This is an optimization exercise on Yosys and OpenROAD, whose aim is small area, not a production implementation. In this exercise RTL edits were held to simulation tests only and were not proved equivalent to the original. Power figures rest on the tool's default switching activity, not on a simulated workload.

the reference run:
## anna_cpu
module anna_cpu (
    input  wire        clk,
    input  wire        rst,           
    input  wire        run_start,
    input  wire [15:0] run_budget,
    output reg         done,
    output wire [1:0]  stop_reason,   
    output wire [1:0]  fault_code,    
    output reg  [1:0]  status,        
    output wire [15:0] pc,
    output wire [31:0] cycles,
    output wire        mem_req,
    output wire        mem_we,
    output wire [15:0] mem_addr,
    output wire [15:0] mem_wdata,
    input  wire        mem_gnt,
    input  wire [15:0] mem_rdata,
    input  wire        in_valid,
    input  wire [15:0] in_data,
    output wire        in_pop,
    output wire        out_valid,
    output wire [1:0]  out_kind,      
    output wire [15:0] out_data
);
Size in the first run: roughly 160 I/O pins.
==> flow/config.mk <==
export PLATFORM = sky130hd
export DESIGN_NAME = anna_cpu
export DESIGN_NICKNAME = anna_cpu
export VERILOG_FILES = /design/flow/design.v
export SDC_FILE = /design/flow/constraint.sdc
export NUM_CORES = 4
export LEC_CHECK = 0
export ABC_AREA = 1
export CAP_MARGIN = 20
export CORE_MARGIN = 2
export CORE_UTILIZATION = 40
export SLEW_MARGIN = 20
==> flow/constraint.sdc <==
create_clock -name core_clock -period 10.0 [get_ports {clk}]
set_input_delay 2.0000 -clock core_clock [delete_from_list [all_inputs] [get_ports {clk}]]
set_output_delay 2.0000 -clock core_clock [all_outputs]
set_load 0.01 [all_outputs]
standard.sh (not shown) runs the stock make flow with config.mk's settings and CLKGATE_MAP_FILE= SYNTH_SCRIPT=/design/flow/synth_recipe.tcl, a recipe that flattens the netlist after the stock synthesis.
==> flow/flow/run.sh <==
#!/bin/bash
# Standard layout with three changes: an area-oriented ABC script in synthesis
# (registers are untouched), the smallest buffer cell on the ports, and a
# leaner clock tree. Each tool's log is in orfs/logs; make's output is in
# standard_flow.log.
set -euo pipefail
here=$(pwd)
export FLOW_ABC_SCRIPT="$here/flow/abc_area.script"
export BUFFER_PORTS_ARGS="-buffer_cell sky130_fd_sc_hd__buf_1"
export CTS_ARGS="-sink_clustering_enable -repair_clock_nets -sink_clustering_size 15 -sink_clustering_max_diameter 80 -buf_list {sky130_fd_sc_hd__clkbuf_8} -dont_use_dummy_load"
bash standard.sh "SYNTH_SCRIPT=$here/flow/synth.tcl" finish > standard_flow.log 2>&1
==> flow/flow/abc_area.script <==
strash
balance
rewrite
refactor
balance
rewrite
rewrite -z
balance
refactor -z
rewrite -z
balance
dch -f
amap
==> flow/flow/synth.tcl <==
# The standard flow's synthesis script (synth_recipe.tcl) with one change: the combinational
# logic is mapped by an area-oriented ABC script (flow/abc_area.script).
# Registers are mapped before ABC runs, so they are the standard synthesis's.
proc synth {args} { yosys synth -nofsm -noshare {*}$args }
proc abc {args} {
  set i [lsearch -exact $args -script]
  if {$i >= 0 && [string match *abc_area.script [lindex $args [expr {$i + 1}]]]} {
    lset args [expr {$i + 1}] $::env(FLOW_ABC_SCRIPT)
  }
  yosys abc {*}$args
}
source $::env(SCRIPTS_DIR)/synth.tcl
# left out here: clear keep_hierarchy, flatten, clean up, hide names made inside functions, write 1_2_yosys.v
The reference run completed end to end with timing, DRC and antenna clean.
Input-level comparison between the trial run and the reference run:
diff --git a/flow/design.v b/flow/design.v
--- a/flow/design.v
+++ b/flow/design.v
@@ -35,22 +35,23 @@
                      S_OUT    = 4'd9,
                      S_COMMIT = 4'd10;
     reg [3:0]   st;
     reg [3:0]   ph;           
     reg [3:0]   pn;           
     reg         clr;          
+    reg         stp;          
     reg [111:0] rf;           
     reg [15:0]  t, g;         
     reg [15:0]  a;            
     reg [15:0]  b;            
     reg [15:0]  ir;
     reg [31:0]  cyc;
     reg         cnt_on, cnt_off;    
-    reg ca, cp, c2, c3, seen;
+    reg ca, cp, c2, c3, cc, gb, seen;
     reg qz, qsg, psg;         
-    reg dr, dr1, bd1, bd2, bq1, bq2, c4;
+    reg dr, dr1, bd1, bd2, bq1, bq2, pd, c4;
     reg nh, nl, qh, ql;       
     reg rsel, rneg;           
     assign pc        = a;
     assign mem_addr  = a;
     assign mem_wdata = b;
     assign out_data  = b;
@@ -94,13 +95,12 @@
     wire p = tap[rs1];
     wire q = tap[qi];
     wire bz = (b == 16'd0);
     wire gz = (g == 16'd0);
     wire first = (ph == 4'd0);
     wire lastb = (ph == 4'd15);
-    wire stp   = (pn == 4'd15);      
     wire pa    = (st == S_PASS) && !stp;
     wire is6   = c_addi || c_lw || c_sw;
     wire irlo  = ir[ph[2:0]];
     wire immhi = ph[3] || (is6 && ph[2] && ph[1]);
     wire imm   = immhi ? (is6 ? ir[5] : ir[7]) : irlo;
     wire asub = c_math && (fn == 3'd1);
@@ -145,13 +145,13 @@
     wire d2    = first ? qsg : (bq1 ^ qsg);      
     wire d4    = (ph[3:1] == 3'd0) ? qsg : (bq2 ^ qsg);
     always @(*) begin
         if (c_mul) begin                         
             tx  = (ph[3:1] == 3'd0) ? 1'b0 : bd2;
             ty  = ql & p;
-            tz  = qh & dr1 & !first;
+            tz  = qh & pd & !first;
             tia = 1'b0;
             tib = 1'b0;
         end else if (dfin) begin                 
             tx  = t[0];
             ty  = rsel & d2;
             tz  = rneg & (q ^ qsg);
@@ -171,14 +171,12 @@
     wire dx2  = first ? nl : dr1;
     wire dya  = qsg ? q : ~q;
     wire dca  = first ? ~qsg : c3;
     wire r2a  = dx2 ^ dya ^ dca;
     wire r2ac = (dx2 & dya) | (dx2 & dca) | (dya & dca);
     wire dcc  = first ? qsg : c4;
-    wire cc   = c3;                  
-    wire gb   = c4;                  
     wire r2b  = r2a ^ d2 ^ dcc;
     wire r2bc = (r2a & d2) | (r2a & dcc) | (d2 & dcc);
     wire qstr = (ph == 4'd0) ? ql : (ph == 4'd1) ? qh : bd2;    
     wire isdivq = (fn == 3'd6);
     wire nv    = (pn == 4'd1) ? p : (isdivq ? qstr : rsum);
     wire nneg  = (pn == 4'd1) ? psg : (isdivq ? (psg ^ qsg) : psg);
@@ -306,22 +304,25 @@
     always @(posedge clk) begin
         cyc <= ({32{cy_hd}} & cyc) | ({32{cy_sh}} & {cs1, cs0, cyc[31:2]});
         a   <= ({16{a_hd}} & a) | ({16{a_sr}} & {a_in, a[15:1]});
         b   <= ({16{b_hd}} & b) | ({16{b_sh}} & {b_in, b[15:1]}) | ({16{b_ldm}} & mem_rdata)
              | ({16{in_pop}} & in_data) | ({16{b_ldr}} & run_budget);
         if (st == S_DATA) ir <= mem_rdata;
+        cc   <= cyc[1] & cyc[0] & ccin;
+        gb   <= (first | gb) & !g[0];
         ca   <= (c_mul || c_div) ? tc1 : acy;
         c2   <= tc2;
-        c3   <= cnt_on ? (cyc[1] & cyc[0] & ccin) : r2ac;
-        c4   <= cnt_on ? ((first | gb) & !g[0]) : r2bc;
+        c3   <= r2ac;
+        c4   <= r2bc;
         bq1  <= q;
         bq2  <= bq1;
         cp   <= pcy;
         seen <= seen0 | nv;
         dr   <= t[0];
-        dr1  <= c_mul ? p : r1;
+        dr1  <= r1;
+        pd   <= p;
         bd1  <= c_mul ? t[0] : b[0];
         bd2  <= bd1;
         if (pn == 4'd0) begin
             qz <= (first ? 1'b1 : qz) & !q;
             if (lastb) begin qsg <= q; psg <= p; end
         end
@@ -378,13 +379,13 @@
                 S_START: begin
                     if (bz) begin
                         done   <= 1'b1;
                         status <= ST_PAUSED;
                         st     <= S_IDLE;
                     end else begin
-                        pn  <= 4'd15;
+                        stp <= 1'b1;
                         st  <= S_ALIGN;
                     end
                 end
                 S_FETCH: if (mem_gnt) st <= S_DATA;
                 S_DATA: begin
                     status <= ST_RUNNING;
@@ -404,12 +405,13 @@
                     end
                 end
                 S_ALIGN: if (lastb) st <= S_PASS;
                 S_PASS: begin
                     if (lastb) begin
                         if (stp) begin
+                            stp <= 1'b0;
                             clr <= 1'b0;
                             st  <= S_FETCH;
                         end else begin
                             pn <= pn + 4'd1;
                             if (c_mul) begin
                                 if (pn == 4'd8) st <= S_COMMIT;
==> results.txt <==
- Any difference in proportion of cell area occupied by multi-input gates between the reference run and the trial run is small enough to ignore.
- Comparing the trial run and the reference run, the higher clock share of power was measured on the trial run.
- Compared with the reference run, the trial run shows a higher number of global-route vias before repair.
- The trial run completed; timing, DRC and antenna clean
- Taking the reference run as the reference, in the trial run count of flip-flops and latches increased by 4 relative to the old numbers; layout overhead on the synthesized area decreased by 0.61 points relative to the old numbers; number of I/O port buffers closely matched the old numbers.
- The reference run and the trial run ended up with roughly the same count of placed standard cells including taps.
- Lower power after layout among the trial run and the reference run: the trial run
- Looking at the trial run and the reference run, the combined area of the multi-input logic cells is a wash.
- The trial run ended up with rf[95]$_SDFF_PP0_ as its endpoint of the most critical setup path; the reference run ended up with nh$_DFF_P_.

re-timing with driven ports:
The flow's constraints put no driver on any port. The routed layouts listed below were extracted and timed again, unchanged, in two steps.
Step 1 (the two cells are an assumption about what drives the block):
set clk [get_ports {clk}]
set_driving_cell -lib_cell sky130_fd_sc_hd__clkbuf_16 $clk
set_driving_cell -lib_cell sky130_fd_sc_hd__buf_2 [delete_from_list [all_inputs] $clk]
Step 2 also shifts input and output timing later by t, the mid clock arrival at the registers, as if the neighbouring blocks saw the same clock.
Three values: ideal ports, drivers, drivers and shift; two values: the first two.
run | shift t [ns] | setup WS [ns] | worst setup path after step 2 | clock arrival spread, ns | cell pins on the clock port's net
the reference run | 0.562 | 2.963 / 2.963 / 2.963 | register to register | 0.040 / 0.040 | 1
the trial run | 0.565 | 3.527 / 3.527 / 3.527 | register to register | 0.034 / 0.034 | 1
After both steps every run listed still meets setup and hold.
